Source: an optimization exercise on an open RTL-to-GDS flow (aim: small area, a short achievable clock period and few clock cycles). Production flows keep margins and buffers that such runs may drop.
Function was checked by simulation only, so behaviour that the tests miss may differ from the original.

==> inputs of run G <==
Design redes_tx, start of the top module:
module redes_tx (
    input  wire        clk,
    input  wire        rst,             
    input  wire        cfg_we,
    input  wire [2:0]  cfg_addr,
    input  wire [31:0] cfg_wdata,
    input  wire        start,
    input  wire        start_alg,       
    input  wire [11:0] start_nbytes,    
    output wire        busy,
    input  wire        in_valid,
    output wire        in_ready,
    input  wire [7:0]  in_data,
    output wire        out_valid,
    input  wire        out_ready,
    output wire [7:0]  out_data,
    output wire        out_last
);
Settings: LEC_CHECK=0, CAP_MARGIN=20, CORE_MARGIN=2, CORE_UTILIZATION=40, PLACE_DENSITY=0.6, SLEW_MARGIN=20; clock period 10.0 ns.
standard.sh (not shown) runs the stock make flow with config.mk's settings and CLKGATE_MAP_FILE= SYNTH_SCRIPT=/design/flow/synth_recipe.tcl, a recipe that flattens the netlist after the stock synthesis.
==> flow/flow/run.sh <==
#!/bin/bash
# The standard layout (the standard.sh: the standard synthesis and the
# ORFS steps) with one change: the resizer's repair_timing aims for 6 ns of
# setup slack at the design's 10 ns clock, so it keeps sizing and buffering
# paths well past the point where they merely meet the clock.
set -euo pipefail
cp config.mk config_margin.mk
printf '\nexport SETUP_SLACK_MARGIN = 6\n' >> config_margin.mk
sed -E "s#DESIGN_CONFIG=('?)([^ ']*)config\.mk#DESIGN_CONFIG=\1\2config_margin.mk#" standard.sh > standard_margin.sh
grep -q 'config_margin.mk' standard_margin.sh
bash standard_margin.sh > flow.log 2>&1
==> inputs of run D, as changes to run G <==
--- a/flow/design.v
+++ b/flow/design.v
@@ -54,17 +54,17 @@
     reg [5:0]  h;            
     reg [2:0]  bi;           
     reg [1:0]  gsel;         
     reg [7:0]  pk;           
     reg [3:0]  pcnt;         
     reg [13:0] nm;           
     reg        owe;          
     reg        pend;         
-    reg [31:0] s2r, s5r;     
+    reg [31:0] s3r, s6r;     
     reg [1:0]  f2;           
     reg [4:0]  f5;           
     reg        v1, l1, v2, l2;
     reg [7:0]  fm;           
     reg        fm_v, fm_last;
     reg [2:0]  fsub;         
     reg [7:0]  od, os;
     reg        ov, olast, os_v, os_last;
@@ -144,25 +144,25 @@
     assign rng_a8[26] = rng[2] ^ rng[4] ^ rng[6] ^ rng[9] ^ rng[10] ^ rng[13] ^ rng[14] ^ rng[15] ^ rng[16] ^ rng[21] ^ rng[22] ^ rng[24] ^ rng[25] ^ rng[26] ^ rng[29] ^ rng[30];
     assign rng_a8[27] = rng[0] ^ rng[8] ^ rng[10] ^ rng[12] ^ rng[13] ^ rng[14] ^ rng[16] ^ rng[23] ^ rng[24] ^ rng[26] ^ rng[27] ^ rng[28];
     assign rng_a8[28] = rng[0] ^ rng[1] ^ rng[3] ^ rng[5] ^ rng[6] ^ rng[7] ^ rng[10] ^ rng[11] ^ rng[14] ^ rng[16] ^ rng[18] ^ rng[19] ^ rng[20] ^ rng[25] ^ rng[26];
     assign rng_a8[29] = rng[2] ^ rng[6] ^ rng[11] ^ rng[14] ^ rng[15] ^ rng[16] ^ rng[17] ^ rng[18] ^ rng[20] ^ rng[21] ^ rng[23] ^ rng[24] ^ rng[25] ^ rng[26];
     assign rng_a8[30] = rng[1] ^ rng[2] ^ rng[3] ^ rng[4] ^ rng[6] ^ rng[7] ^ rng[8] ^ rng[11] ^ rng[13] ^ rng[14] ^ rng[20] ^ rng[21] ^ rng[22] ^ rng[27] ^ rng[28] ^ rng[29];
     assign rng_a8[31] = rng[3] ^ rng[4] ^ rng[6] ^ rng[7] ^ rng[9] ^ rng[13] ^ rng[14] ^ rng[15] ^ rng[16] ^ rng[17] ^ rng[18] ^ rng[21] ^ rng[22] ^ rng[24] ^ rng[27] ^ rng[29] ^ rng[30] ^ rng[31];
     wire [31:0] s1 = xs32(rng);
     wire [31:0] s2 = xs32(s1);
-    wire [31:0] s3 = xs32(s2r);
-    wire [31:0] s4 = xs32(s3);
+    wire [31:0] s3 = xs32(s2);
+    wire [31:0] s4 = xs32(s3r);
     wire [31:0] s5 = xs32(s4);
-    wire [31:0] s6 = xs32(s5r);
-    wire [31:0] s7 = xs32(s6);
+    wire [31:0] s6 = xs32(s5);
+    wire [31:0] s7 = xs32(s6r);
     wire [31:0] s8 = xs32(s7);
     wire [1:0]  flips_a = {lt(s1[31:16], prob), lt(s2[31:16], prob)};
-    wire [2:0]  flips_b = {lt(s3[31:16], prob), lt(s4[31:16], prob), lt(s5[31:16], prob)};
-    wire [2:0]  flips_c = {lt(s6[31:16], prob), lt(s7[31:16], prob), lt(s8[31:16], prob)};
+    wire [2:0]  flips_b = {lt(s3r[31:16], prob), lt(s4[31:16], prob), lt(s5[31:16], prob)};
+    wire [2:0]  flips_c = {lt(s6r[31:16], prob), lt(s7[31:16], prob), lt(s8[31:16], prob)};
     wire fast = (conv_k == 3'd2);
     reg  [6:0] gcur;
     always @(*) begin
         case (gsel)
             2'd0: gcur = gen0;
             2'd1: gcur = gen1;
             2'd2: gcur = gen2;
             default: gcur = gen3;
@@ -279,29 +279,31 @@
             nm         <= 14'd0;
             owe        <= 1'b0;
             pend       <= 1'b0;
             ov         <= 1'b0;
             os_v       <= 1'b0;
             pcnt       <= 4'd0;
             ninit      <= 1'b0;
         end else begin
+            if (rng == 32'd0)
+                rng <= SEED_ZERO;
             if (cw_we) begin
                 case (cw_addr)
                     3'd0: poly <= cw_data;
                     3'd1: if (cw_data <= 32'd32) deg <= cw_data[5:0];
                     3'd2: if (cfg_gen_ok) begin
                               gen0   <= wg0;
                               gen1   <= wg1;
                               gen2   <= wg2;
                               gen3   <= wg3;
                               conv_k <= wk;
                           end
                     3'd3: if (cw_data <= 32'd65536) prob <= cw_data[16:0];
-                    3'd4: rng <= (cw_data == 32'd0) ? SEED_ZERO : cw_data;
+                    3'd4: rng <= cw_data;
                     default: ;
                 endcase
             end
             if (state == S_IDLE) begin
                 busy_r <= start;
                 ir     <= start && (start_nbytes != 12'd0);
             end else begin
                 if (state == S_BODY && xfer && olast)
@@ -369,17 +371,17 @@
             end
             if (ninit) begin
                 ninit <= 1'b0;
                 nm    <= nfull;
                 owe   <= iss0;
                 pend  <= npart;
                 v1    <= iss0;
                 l1    <= last0;
-                s2r   <= s2;
+                s3r   <= s3;
                 f2    <= flips_a;
                 if (iss0)
                     rng <= rng_a8;
             end else if (state != S_IDLE) begin
                 if (pser) begin
                     fm   <= {fm[6:0], (fsub < deg[2:0]) ? flips_a[1] : 1'b0};
                     if (fsub < deg[2:0])
                         rng <= s1;
@@ -388,21 +390,21 @@
                         pend    <= 1'b0;
                         fm_v    <= 1'b1;
                         fm_last <= 1'b1;
                     end
                 end else if (adv) begin
                     fm      <= {f5, flips_c};
                     fm_v    <= v2;
                     fm_last <= l2;
-                    s5r     <= s5;
+                    s6r     <= s6;
                     f5      <= {f2, flips_b};
                     v2      <= v1;
                     l2      <= l1;
-                    s2r     <= s2;
+                    s3r     <= s3;
                     f2      <= flips_a;
                     v1      <= iss;
                     l1      <= more1 && !pend;
                     owe     <= 1'b0;
                     if (iss && owe)
                         nm <= nm_m2;
                     else if (iss || owe)
                         nm <= nm_m1;
==> flow/flow/run.sh (replaced) <==
#!/bin/bash
set -euo pipefail
MARGIN=6.5
cp config.mk config_own.mk
printf '\nexport SETUP_SLACK_MARGIN = %s\n' "$MARGIN" >> config_own.mk
printf 'export BUFFER_PORTS_ARGS = -buffer_cell sky130_fd_sc_hd__buf_2\n' >> config_own.mk
sed -E "s#DESIGN_CONFIG=('?)([^ ']*)config\.mk#DESIGN_CONFIG=\1\2config_own.mk#" standard.sh > standard_own.sh
grep -q 'config_own.mk' standard_own.sh
bash standard_own.sh > flow.log 2>&1
==> inputs of run K, as changes to run G <==
--- a/flow/design.v
+++ b/flow/design.v
@@ -54,17 +54,17 @@
     reg [5:0]  h;            
     reg [2:0]  bi;           
     reg [1:0]  gsel;         
     reg [7:0]  pk;           
     reg [3:0]  pcnt;         
     reg [13:0] nm;           
     reg        owe;          
     reg        pend;         
-    reg [31:0] s2r, s5r;     
+    reg [31:0] s3r, s6r;     
     reg [1:0]  f2;           
     reg [4:0]  f5;           
     reg        v1, l1, v2, l2;
     reg [7:0]  fm;           
     reg        fm_v, fm_last;
     reg [2:0]  fsub;         
     reg [7:0]  od, os;
     reg        ov, olast, os_v, os_last;
@@ -144,25 +144,25 @@
     assign rng_a8[26] = rng[2] ^ rng[4] ^ rng[6] ^ rng[9] ^ rng[10] ^ rng[13] ^ rng[14] ^ rng[15] ^ rng[16] ^ rng[21] ^ rng[22] ^ rng[24] ^ rng[25] ^ rng[26] ^ rng[29] ^ rng[30];
     assign rng_a8[27] = rng[0] ^ rng[8] ^ rng[10] ^ rng[12] ^ rng[13] ^ rng[14] ^ rng[16] ^ rng[23] ^ rng[24] ^ rng[26] ^ rng[27] ^ rng[28];
     assign rng_a8[28] = rng[0] ^ rng[1] ^ rng[3] ^ rng[5] ^ rng[6] ^ rng[7] ^ rng[10] ^ rng[11] ^ rng[14] ^ rng[16] ^ rng[18] ^ rng[19] ^ rng[20] ^ rng[25] ^ rng[26];
     assign rng_a8[29] = rng[2] ^ rng[6] ^ rng[11] ^ rng[14] ^ rng[15] ^ rng[16] ^ rng[17] ^ rng[18] ^ rng[20] ^ rng[21] ^ rng[23] ^ rng[24] ^ rng[25] ^ rng[26];
     assign rng_a8[30] = rng[1] ^ rng[2] ^ rng[3] ^ rng[4] ^ rng[6] ^ rng[7] ^ rng[8] ^ rng[11] ^ rng[13] ^ rng[14] ^ rng[20] ^ rng[21] ^ rng[22] ^ rng[27] ^ rng[28] ^ rng[29];
     assign rng_a8[31] = rng[3] ^ rng[4] ^ rng[6] ^ rng[7] ^ rng[9] ^ rng[13] ^ rng[14] ^ rng[15] ^ rng[16] ^ rng[17] ^ rng[18] ^ rng[21] ^ rng[22] ^ rng[24] ^ rng[27] ^ rng[29] ^ rng[30] ^ rng[31];
     wire [31:0] s1 = xs32(rng);
     wire [31:0] s2 = xs32(s1);
-    wire [31:0] s3 = xs32(s2r);
-    wire [31:0] s4 = xs32(s3);
+    wire [31:0] s3 = xs32(s2);
+    wire [31:0] s4 = xs32(s3r);
     wire [31:0] s5 = xs32(s4);
-    wire [31:0] s6 = xs32(s5r);
-    wire [31:0] s7 = xs32(s6);
+    wire [31:0] s6 = xs32(s5);
+    wire [31:0] s7 = xs32(s6r);
     wire [31:0] s8 = xs32(s7);
     wire [1:0]  flips_a = {lt(s1[31:16], prob), lt(s2[31:16], prob)};
-    wire [2:0]  flips_b = {lt(s3[31:16], prob), lt(s4[31:16], prob), lt(s5[31:16], prob)};
-    wire [2:0]  flips_c = {lt(s6[31:16], prob), lt(s7[31:16], prob), lt(s8[31:16], prob)};
+    wire [2:0]  flips_b = {lt(s3r[31:16], prob), lt(s4[31:16], prob), lt(s5[31:16], prob)};
+    wire [2:0]  flips_c = {lt(s6r[31:16], prob), lt(s7[31:16], prob), lt(s8[31:16], prob)};
     wire fast = (conv_k == 3'd2);
     reg  [6:0] gcur;
     always @(*) begin
         case (gsel)
             2'd0: gcur = gen0;
             2'd1: gcur = gen1;
             2'd2: gcur = gen2;
             default: gcur = gen3;
@@ -279,29 +279,31 @@
             nm         <= 14'd0;
             owe        <= 1'b0;
             pend       <= 1'b0;
             ov         <= 1'b0;
             os_v       <= 1'b0;
             pcnt       <= 4'd0;
             ninit      <= 1'b0;
         end else begin
+            if (rng == 32'd0)
+                rng <= SEED_ZERO;
             if (cw_we) begin
                 case (cw_addr)
                     3'd0: poly <= cw_data;
                     3'd1: if (cw_data <= 32'd32) deg <= cw_data[5:0];
                     3'd2: if (cfg_gen_ok) begin
                               gen0   <= wg0;
                               gen1   <= wg1;
                               gen2   <= wg2;
                               gen3   <= wg3;
                               conv_k <= wk;
                           end
                     3'd3: if (cw_data <= 32'd65536) prob <= cw_data[16:0];
-                    3'd4: rng <= (cw_data == 32'd0) ? SEED_ZERO : cw_data;
+                    3'd4: rng <= cw_data;
                     default: ;
                 endcase
             end
             if (state == S_IDLE) begin
                 busy_r <= start;
                 ir     <= start && (start_nbytes != 12'd0);
             end else begin
                 if (state == S_BODY && xfer && olast)
@@ -369,17 +371,17 @@
             end
             if (ninit) begin
                 ninit <= 1'b0;
                 nm    <= nfull;
                 owe   <= iss0;
                 pend  <= npart;
                 v1    <= iss0;
                 l1    <= last0;
-                s2r   <= s2;
+                s3r   <= s3;
                 f2    <= flips_a;
                 if (iss0)
                     rng <= rng_a8;
             end else if (state != S_IDLE) begin
                 if (pser) begin
                     fm   <= {fm[6:0], (fsub < deg[2:0]) ? flips_a[1] : 1'b0};
                     if (fsub < deg[2:0])
                         rng <= s1;
@@ -388,21 +390,21 @@
                         pend    <= 1'b0;
                         fm_v    <= 1'b1;
                         fm_last <= 1'b1;
                     end
                 end else if (adv) begin
                     fm      <= {f5, flips_c};
                     fm_v    <= v2;
                     fm_last <= l2;
-                    s5r     <= s5;
+                    s6r     <= s6;
                     f5      <= {f2, flips_b};
                     v2      <= v1;
                     l2      <= l1;
-                    s2r     <= s2;
+                    s3r     <= s3;
                     f2      <= flips_a;
                     v1      <= iss;
                     l1      <= more1 && !pend;
                     owe     <= 1'b0;
                     if (iss && owe)
                         nm <= nm_m2;
                     else if (iss || owe)
                         nm <= nm_m1;
==> run summary <==
|  | run G | run K | run D |
|---|---|---|---|
| Run status | finished clean | finished clean | finished clean |
| Path length in cells of the critical path | 16 | 14 | 6 |
| Drt wl/cell | 22.27 um | 22.65 um | 22.75 um |
| Fraction of final layout cells sized beyond drive strength 1 | 0.08195 | 0.07322 | 0.1297 |
| DP Cell Count | 4542 | 4635 | 4637 |
| Detailed-route vias per instance | 5.575 | 5.638 | 5.654 |
| Share of synthesized area spent on multiplexers | 0.03232 | 0.03757 | 0.03757 |
| Syn Nets | 3810 | 3880 | 3880 |
| Adder and majority cell fraction of the synthesized area | 0.06858 | 0.06801 | 0.06801 |
| Placed Instance Area | 33390 um^2 | 33940 um^2 | 33660 um^2 |
| Critical Path Most Common Cell | sky130_fd_sc_hd__a21o_1 | sky130_fd_sc_hd__a21o_1 | - |
| Final core area utilization | 0.4585 | 0.4496 | 0.4630 |
| First-pass GRT wire length | 158.6 mm | 160.0 mm | 162.8 mm |
| Crit path from | s2r[9] | rng[25] | rst |
| Arr. time, crit path | 4350 ps | 4320 ps | 3790 ps |
| Fill count | 7542 | 7915 | 7727 |
| DR pass1 iterations | 5 | 6 | 8 |
| Combined flip-flop and latch cell area | 9086 um^2 | 9102 um^2 | 9136 um^2 |
| Post-CTS sizing | 83 | 44 | 126 |
Testbench counts of run G, summed over its fixed seeds: cycles 11,692.
Testbench counts of run D, summed over its fixed seeds: cycles 11,692.
Testbench counts of run K, summed over its fixed seeds: cycles 11,692.

-- re-timing with driven ports --
How much do the figures lean on ideal ports? The routed layouts below were timed once more, with nothing changed but the port constraints.
Step 1 assumes that a clkbuf_16 drives the clock port and a buf_2 every other input.
Step 2 adds t to the input delays and takes it off the output delays; t is the mean of the earliest and latest rising clock arrival at the registers after step 1. Input paths then give back, and output paths get back, about the clock's delay inside the block.
a / b / c = ideal ports / drivers / drivers and shift; a / b = the first two.
run | t, ns | setup slack, ns | worst setup path after step 2 | latest minus earliest clock arrival (ns) | worst data-port slew with drivers (ns)
run G | 0.643 | 5.944 / 5.944 / 5.412 | input to register | 0.046 / 0.047 | 0.14
run D | 0.634 | 6.511 / 6.540 / 5.906 | input to register | 0.040 / 0.040 | 0.09
run K | 0.658 | 6.015 / 6.015 / 5.415 | input to register | 0.043 / 0.044 | 0.09
After both steps setup and hold are still met in every run listed. For run D, which loses most, drivers alone change the setup slack by +0.029 ns; drivers and shift together by -0.605 ns.
